From an optimization exercise on the open Yosys and OpenROAD flow, aimed at small area; shortcuts taken in it are not production practice.
Only simulation tests tie the RTL to the original design; equivalence was not proved.
Power and IR drop assume default switching activity.

==> run X: inputs <==
==> flow/design.v <==
module s3lcd_compositor (
    input  wire        clk,
    input  wire        rst,
    input  wire        cmd_valid,
    output wire        cmd_ready,
    input  wire [7:0]  cmd_op,
    input  wire [31:0] cmd_x,
    input  wire [31:0] cmd_y,
    input  wire [31:0] cmd_w,
    input  wire [31:0] cmd_h,
    input  wire [15:0] cmd_color,
    input  wire [7:0]  cmd_alpha,
    input  wire [1:0]  cmd_wrap,       
    input  wire [31:0] cmd_src,        
    output wire        src_en,
    output wire [31:0] src_addr,
    input  wire [15:0] src_data,
    output wire        rd_en,
    output wire [11:0] rd_addr,
    input  wire [15:0] rd_data,
    output wire        wr_en,
    output wire [11:0] wr_addr,
    output wire [15:0] wr_data,
    output reg  [1:0]  rotation
);
    localparam [3:0] ST_IDLE = 4'd0;
    localparam [3:0] ST_M    = 4'd1;    
    localparam [3:0] ST_K    = 4'd2;    
    localparam [3:0] ST_Y1   = 4'd3;    
    localparam [3:0] ST_Y2   = 4'd4;    
    localparam [3:0] ST_X1   = 4'd5;    
    localparam [3:0] ST_X2   = 4'd6;    
    localparam [3:0] ST_B1   = 4'd7;    
    localparam [3:0] ST_B2   = 4'd8;    
    localparam [3:0] ST_PIX  = 4'd9;    
    localparam [3:0] ST_ROW  = 4'd10;   
    reg [3:0] st;
    reg [3:0] ph;
    reg [4:0] fc;
    wire idle = (st == ST_IDLE);
    assign cmd_ready = idle;
    wire ph0  = (ph == 4'd0);
    wire ph15 = (ph == 4'd15);
    wire s_m   = (st == ST_M);
    wire s_k   = (st == ST_K);
    wire s_y1  = (st == ST_Y1);
    wire s_y2  = (st == ST_Y2);
    wire s_x1  = (st == ST_X1);
    wire s_x2  = (st == ST_X2);
    wire s_b1  = (st == ST_B1);
    wire s_b2  = (st == ST_B2);
    wire s_pix = (st == ST_PIX);
    wire s_row = (st == ST_ROW);
    wire op_rot = (cmd_op == 8'h01);
    wire op_clr = (cmd_op == 8'h02);
    wire op_sp  = (cmd_op == 8'h10);
    wire op_hl  = (cmd_op == 8'h11);
    wire op_vl  = (cmd_op == 8'h12);
    wire op_fr  = (cmd_op == 8'h13);
    wire op_bl  = (cmd_op == 8'h20);
    wire op_ln  = op_sp | op_hl | op_vl;
    wire a_zero = (cmd_alpha == 8'd0);
    wire draw   = op_clr | ((op_ln | op_fr | op_bl) & ~a_zero);
    reg [31:0] X, Y, W, H, S;
    reg [15:0] C;
    reg [7:0]  A;
    wire [1:0] y_tail, w_tail, h_tail, s_tail;
    always @(posedge clk) begin
        if (idle) begin
            X <= cmd_x;
            Y <= cmd_y;
            W <= cmd_w;
            H <= cmd_h;
            S <= cmd_src;
            C <= cmd_color;
            A <= cmd_alpha;
        end else begin
            X <= {X[1:0], X[31:2]};
            Y <= {y_tail, Y[31:2]};
            W <= {w_tail, W[31:2]};
            H <= {h_tail, H[31:2]};
            S <= {s_tail, S[31:2]};
            A <= {A[0], A[7:1]};
        end
    end
    reg blit, clr, wx, wy, l1x, l1y, opq, xneg, yneg;
    always @(posedge clk) begin
        if (idle) begin
            blit <= op_bl;
            clr  <= op_clr;
            wx   <= cmd_wrap[0] & op_ln;
            wy   <= cmd_wrap[1] & op_ln;
            l1x  <= op_sp | op_vl;
            l1y  <= op_sp | op_hl;
            opq  <= (&cmd_alpha) | op_clr;
            xneg <= cmd_x[31] | op_clr;
            yneg <= cmd_y[31] | op_clr;
        end
    end
    reg [6:0] Wd, Hd;
    always @(*) begin
        case (rotation)
            2'd0:    begin Wd = 7'd64; Hd = 7'd48; end
            2'd1:    begin Wd = 7'd48; Hd = 7'd64; end
            2'd2:    begin Wd = 7'd40; Hd = 7'd30; end
            default: begin Wd = 7'd7;  Hd = 7'd5;  end
        endcase
    end
    wire [5:0] Wm1 = Wd[5:0] - 6'd1;
    wire [5:0] Hm1 = Hd[5:0] - 6'd1;
    wire       axis_y = s_y1 | s_y2;
    wire [6:0] Dm     = axis_y ? Hd : Wd;
    reg [1:0] dm_s;
    always @(*) begin
        case (ph)
            4'd0:    dm_s = Dm[1:0];
            4'd1:    dm_s = Dm[3:2];
            4'd2:    dm_s = Dm[5:4];
            4'd3:    dm_s = {1'b0, Dm[6]};
            default: dm_s = 2'b00;
        endcase
    end
    wire [1:0] one_s = {1'b0, ph0};
    reg empty, bigx, bigy, xlast, ylast;
    reg [5:0] col, row;
    wire [6:0] col_p1 = {1'b0, col} + 7'd1;
    wire       col_end = (col == Wm1);
    wire       row_end = (row == Hm1);
    wire [5:0] col_inc = col_end ? 6'd0 : col_p1[5:0];
    wire [5:0] row_inc = row_end ? 6'd0 : row + 6'd1;
    wire xl_cmp = col_end | (~bigx & (col_p1 == W[6:0]));
    wire xl     = (s_pix & ~wx & ph0) ? xl_cmp : xlast;
    wire [5:0] lo_x = xneg ? 6'd0 : X[7:2];
    wire [5:0] lo_y = yneg ? 6'd0 : Y[7:2];
    reg        mb;
    wire [4:0] kidx  = s_m ? fc : ~fc;
    wire [1:0] psrc  = s_x2 ? X[1:0] : Y[1:0];
    wire       match = (ph == kidx[4:1]);
    wire       b_now = kidx[0] ? psrc[1] : psrc[0];
    wire       b_eff = match ? b_now : mb;
    reg        dly;
    wire [1:0] v   = s_m ? W[1:0] :
                     s_k ? (X[1:0] & {2{xneg}}) :
                           (Y[1:0] & {2{xl}});
    wire       ins = s_pix | s_row;
    wire [1:0] sh_b = {v[0], ph0 ? ins : dly};
    wire       gt    = (ph > fc[4:1]);
    wire       hi_en = (gt & mb) | (match & ~fc[0] & Y[0]);
    wire       lo_en = gt & mb;
    wire [1:0] mul_b = {sh_b[1] & hi_en & yneg, sh_b[0] & lo_en & yneg};
    wire [1:0] p_s   = axis_y ? Y[1:0] : X[1:0];
    wire [1:0] l_reg = axis_y ? H[1:0] : W[1:0];
    wire       pz    = (axis_y ? wy : wx) | clr;
    wire [1:0] p_g   = pz ? 2'b00 : p_s;
    wire [1:0] l_s   = (axis_y ? l1y : l1x) ? one_s : (clr ? dm_s : l_reg);
    wire       bigc  = axis_y ? bigy : bigx;
    wire       negc  = axis_y ? yneg : xneg;
    reg  [1:0] a, b;
    reg        sub;
    always @(*) begin
        a = 2'b00; b = 2'b00; sub = 1'b1;
        case (st)
            ST_M:  begin a = S[1:0]; b = mul_b; end
            ST_K:  begin a = S[1:0]; b = sh_b; end
            ST_Y1, ST_X1: begin a = p_g; b = l_s; sub = 1'b0; end
            ST_Y2, ST_X2: begin a = bigc ? dm_s : l_reg; b = negc ? 2'b00 : p_s; end
            ST_B1: begin a = bigx ? W[1:0] : 2'b00; b = bigx ? dm_s : 2'b00; end
            ST_B2: begin a = Y[1:0]; b = xneg ? X[1:0] : 2'b00; end
            ST_PIX: begin
                if (blit & ~xl)  begin a = S[1:0]; b = sh_b; sub = 1'b0; end
                else if (xl)     begin a = H[1:0]; b = one_s; end
                else             begin a = W[1:0]; b = one_s; end
            end
            default: begin a = S[1:0]; b = sh_b; sub = 1'b0; end    
        endcase
    end
    wire       cin0 = sub | s_pix | s_row;
    reg        cf;
    wire       c_in = ph0 ? cin0 : cf;
    wire [1:0] bb   = b ^ {2{sub}};
    wire       s0   = a[0] ^ bb[0] ^ c_in;
    wire       c1   = (a[0] & bb[0]) | (a[0] & c_in) | (bb[0] & c_in);
    wire       s1   = a[1] ^ bb[1] ^ c1;
    wire       c2   = (a[1] & bb[1]) | (a[1] & c1) | (bb[1] & c1);
    wire [1:0] res  = {s1, s0};
    reg  zf, z1f, gf;
    wire z_now  = (ph0 | zf) & (res == 2'b00);
    wire z1_now = ph0 ? (res == 2'b01) : (z1f & (res == 2'b00));
    wire g_in   = ph0 | gf;
    wire g1     = (res[0] & ~dm_s[0]) | (res[0] & g_in) | (~dm_s[0] & g_in);
    wire g2     = (res[1] & ~dm_s[1]) | (res[1] & g1)   | (~dm_s[1] & g1);
    wire n32    = a[1] ^ bb[1] ^ c2;      
    wire le0    = n32 | z_now;            
    always @(posedge clk) begin
        cf  <= c2;
        zf  <= z_now;
        z1f <= z1_now;
        gf  <= g2;
        dly <= v[1];
        if (match) mb <= b_now;
    end
    wire wr_s = s_m | s_k | s_row | (s_pix & blit & ~xl);
    wire wr_h = s_y1 | (s_y2 & ~wy) | (s_pix & xl);
    wire wr_w = s_x1 | (s_pix & ~xl & ~blit & wx);
    wire wr_y = s_b1 | s_b2;
    wire rotl = s_m & blit;
    assign s_tail = wr_s ? res : S[1:0];
    assign h_tail = wr_h ? res : H[1:0];
    assign w_tail = wr_w ? res : (rotl ? {W[0], ph0 ? W[31] : dly} : W[1:0]);
    assign y_tail = wr_y ? res : Y[1:0];
    wire [6:0] mt     = {axis_y ? row : col, b_eff};
    wire [6:0] mdiff  = mt - Dm;
    wire [5:0] modres = (fc == 5'd0) ? ({6{b_eff}} & (Dm[5:0] - 6'd1)) :
                        (mdiff[6] ? mt[5:0] : mdiff[5:0]);
    wire long_st = (s_m & blit) | (s_y2 & wy) | (s_x2 & wx);
    wire adv     = ~long_st | (fc == 5'd31);
    always @(posedge clk) begin
        if (rst) begin
            st       <= ST_IDLE;
            rotation <= 2'd0;
        end else if (idle) begin
            if (cmd_valid) begin
                if (op_rot) rotation <= cmd_x[1:0];
                if (draw)   st <= ST_M;
            end
        end else if (ph15) begin
            case (st)
                ST_M:   if (adv) st <= ST_K;
                ST_K:   st <= ST_Y1;
                ST_Y1:  st <= ST_Y2;
                ST_Y2:  if (adv) st <= ST_X1;
                ST_X1:  st <= ST_X2;
                ST_X2:  if (adv) st <= ST_B1;
                ST_B1:  st <= ST_B2;
                ST_B2:  st <= empty ? ST_IDLE : ST_PIX;
                ST_PIX: if (xl) st <= ylast ? ST_IDLE : (blit ? ST_ROW : ST_PIX);
                default: st <= ST_PIX;
            endcase
        end
    end
    always @(posedge clk) begin
        ph <= idle ? 4'd0 : ph + 4'd1;
        if (idle)      fc <= 5'd0;
        else if (ph15) fc <= adv ? 5'd0 : fc + 5'd1;
    end
    always @(posedge clk) begin
        if (idle) begin
            empty <= 1'b0;
        end else begin
            if (s_pix & ~wx & ph0) xlast <= xl_cmp;
            if (ph15) begin
                if (s_y1 | (s_y2 & ~wy) | s_x1 | (s_x2 & ~wx))
                    empty <= empty | le0;
                if (s_y1) bigy <= g2 & ~n32;
                if (s_x1) bigx <= g2 & ~n32;
                if (s_y1 | (s_y2 & ~wy) | (s_pix & xl)) ylast <= z1_now;
                if (s_x1 | (s_pix & ~xl & ~blit & wx))  xlast <= z1_now;
                if (s_y1) row <= lo_y;
                if (s_x1) col <= lo_x;
                if (s_y2 & wy) row <= modres;
                if (s_x2 & wx) col <= modres;
                if (s_pix) begin
                    if (~xl) col <= col_inc;
                    else if (~ylast) begin
                        row <= row_inc;
                        if (~wx) col <= lo_x;
                    end
                end
            end
        end
    end
    reg  [15:0] acc;
    wire [15:0] fg   = blit ? src_data : C;
    wire        abit = A[7] | opq;
    wire [15:0] sel  = abit ? fg : rd_data;
    wire [5:0]  sum_r = {1'b0, acc[15:11]} + {1'b0, sel[15:11]} + {5'd0, opq};
    wire [6:0]  sum_g = {1'b0, acc[10:5]}  + {1'b0, sel[10:5]}  + {6'd0, opq};
    wire [5:0]  sum_b = {1'b0, acc[4:0]}   + {1'b0, sel[4:0]}   + {5'd0, opq};
    always @(posedge clk) begin
        acc <= ph0 ? 16'd0 : {sum_r[5:1], sum_g[6:1], sum_b[5:1]};
    end
    reg [11:0] addr;
    always @(*) begin
        case (rotation)
            2'd0:    addr = {row, col};
            2'd1:    addr = {1'b0, row, 5'd0} + {2'b0, row, 4'd0} + {6'd0, col};
            2'd2:    addr = {1'b0, row, 5'd0} + {3'b0, row, 3'd0} + {6'd0, col};
            default: addr = {3'b0, row, 3'd0} - {6'd0, row} + {6'd0, col};
        endcase
    end
    assign rd_en    = s_pix & ph0;
    assign rd_addr  = addr;
    assign src_en   = s_pix & ph0 & blit;
    assign src_addr = S;
    assign wr_en    = s_pix & (ph == 4'd9);
    assign wr_addr  = addr;
    assign wr_data  = acc;
endmodule
==> flow/run.sh <==
#!/bin/bash
# synth_recipe.tcl (not shown) runs the flow's synth.tcl, then flattens the netlist and writes it again
# the make line also repeats each setting of config.mk as NAME=value (left out here)
make -C /OpenROAD-flow-scripts/flow DESIGN_CONFIG=/design/flow/config.mk WORK_HOME=/design/flow/orfs CLKGATE_MAP_FILE= SYNTH_SCRIPT=/design/flow/synth_recipe.tcl finish
==> flow/config.mk <==
export PLATFORM = sky130hd
export DESIGN_NAME = s3lcd_compositor
export DESIGN_NICKNAME = s3lcd_compositor
export VERILOG_FILES = /design/flow/design.v
export SDC_FILE = /design/flow/constraint.sdc
export NUM_CORES = 4
export LEC_CHECK = 0
export CAP_MARGIN = 20
export CORE_MARGIN = 2
export CORE_UTILIZATION = 40
export PLACE_DENSITY = 0.6
export SLEW_MARGIN = 20
==> flow/constraint.sdc <==
create_clock -name core_clock -period 10.0 [get_ports {clk}]
set_input_delay 2.0000 -clock core_clock [delete_from_list [all_inputs] [get_ports {clk}]]
set_output_delay 2.0000 -clock core_clock [all_outputs]
set_load 0.01 [all_outputs]
==> run C: changes against run X <==
==> flow/flow/run.sh (new file) <==
#!/bin/bash
# Standard layout, but with the smallest buffer on every input and output port.
set -euo pipefail
export BUFFER_PORTS_ARGS="-buffer_cell sky130_fd_sc_hd__buf_1"
bash standard.sh > standard_flow.log 2>&1
==> flow/standard.sh (new file) <==
#!/bin/bash
# synth_recipe.tcl (not shown) runs the flow's synth.tcl, then flattens the netlist and writes it again
# the make line also repeats each setting of config.mk as NAME=value (left out here)
make -C /OpenROAD-flow-scripts/flow DESIGN_CONFIG=/design/flow/config.mk WORK_HOME=/design/flow/orfs CLKGATE_MAP_FILE= SYNTH_SCRIPT=/design/flow/synth_recipe.tcl "${@:-finish}"
--- a/flow/config.mk
+++ b/flow/config.mk
@@ -8,5 +8,6 @@
 export CAP_MARGIN = 20
 export CORE_MARGIN = 2
-export CORE_UTILIZATION = 40
-export PLACE_DENSITY = 0.6
+export CORE_UTILIZATION = 65
+export CTS_BUF_LIST = sky130_fd_sc_hd__clkbuf_4
+export PLACE_DENSITY = 0.75
 export SLEW_MARGIN = 20
removed: flow/run.sh
==> comparison table <==
|  | run X | run C |
|---|---|---|
| Status | complete, no violations | complete, no violations |
| DP Wirelength | 29.20 mm | 26.44 mm |
| Met3 Routed Length | 2.723 mm | 4.177 mm |
| Reg-to-Reg Start | st[0] | st[2] |
| Worst-case hold slack | 0.4189 ns | 0.3815 ns |
| Area of the die | 35600 um^2 | 22160 um^2 |
| Insertion delay to the later sink of the worst-skew pair | 0.54 ns | 0.67 ns |
| Relative area of clock buffers and inverters in the final design | 5.758% | 5.112% |
| P_int | 1911 uW | 1579 uW |
| Total placed instance area | 16940 um^2 | 14790 um^2 |
| Post-route clock skew | 0.007865 ns | 0.05929 ns |
| Clock Power Share | 45.6% | 40.3% |
| Number of core rows | 67 | 52 |
| Drt first-iter violations | 963 | 1024 |
| Multi-input gate share of the layout cell area | 42.63% | 49.13% |
| Tot GR Track Use | 22.01% | 32.77% |
| Critical path's largest stage delay | 0.68 ns | 0.66 ns |
| Static leakage | 0.007739 uW | 0.006871 uW |
| Grt met1 use | 28.88% | 40.89% |

[what the ideal ports hide]
In the flow no input, the clock included, has a driving cell. The finished layouts below were timed again as built, in two steps. Step 1 assumes that a clkbuf_16 drives the clock port and a buf_2 every other input. Step 2 adds t to the input delays and takes it off the output delays; t is the mean of the earliest and latest rising clock arrival at the registers after step 1. Input paths then give back, and output paths get back, about the clock's delay inside the block. Three values: no drivers, after step 1, after step 2; two values: the first two.
| run | t (ns) | slack for setup (ns) | worst setup path after step 2 |
|---|---|---|---|
| run X | 0.590 | 3.734 / 3.682 / 4.272 | register to output |
| run C | 0.689 | 3.995 / 3.952 / 4.640 | register to output |
After both steps every run listed still meets setup and hold.
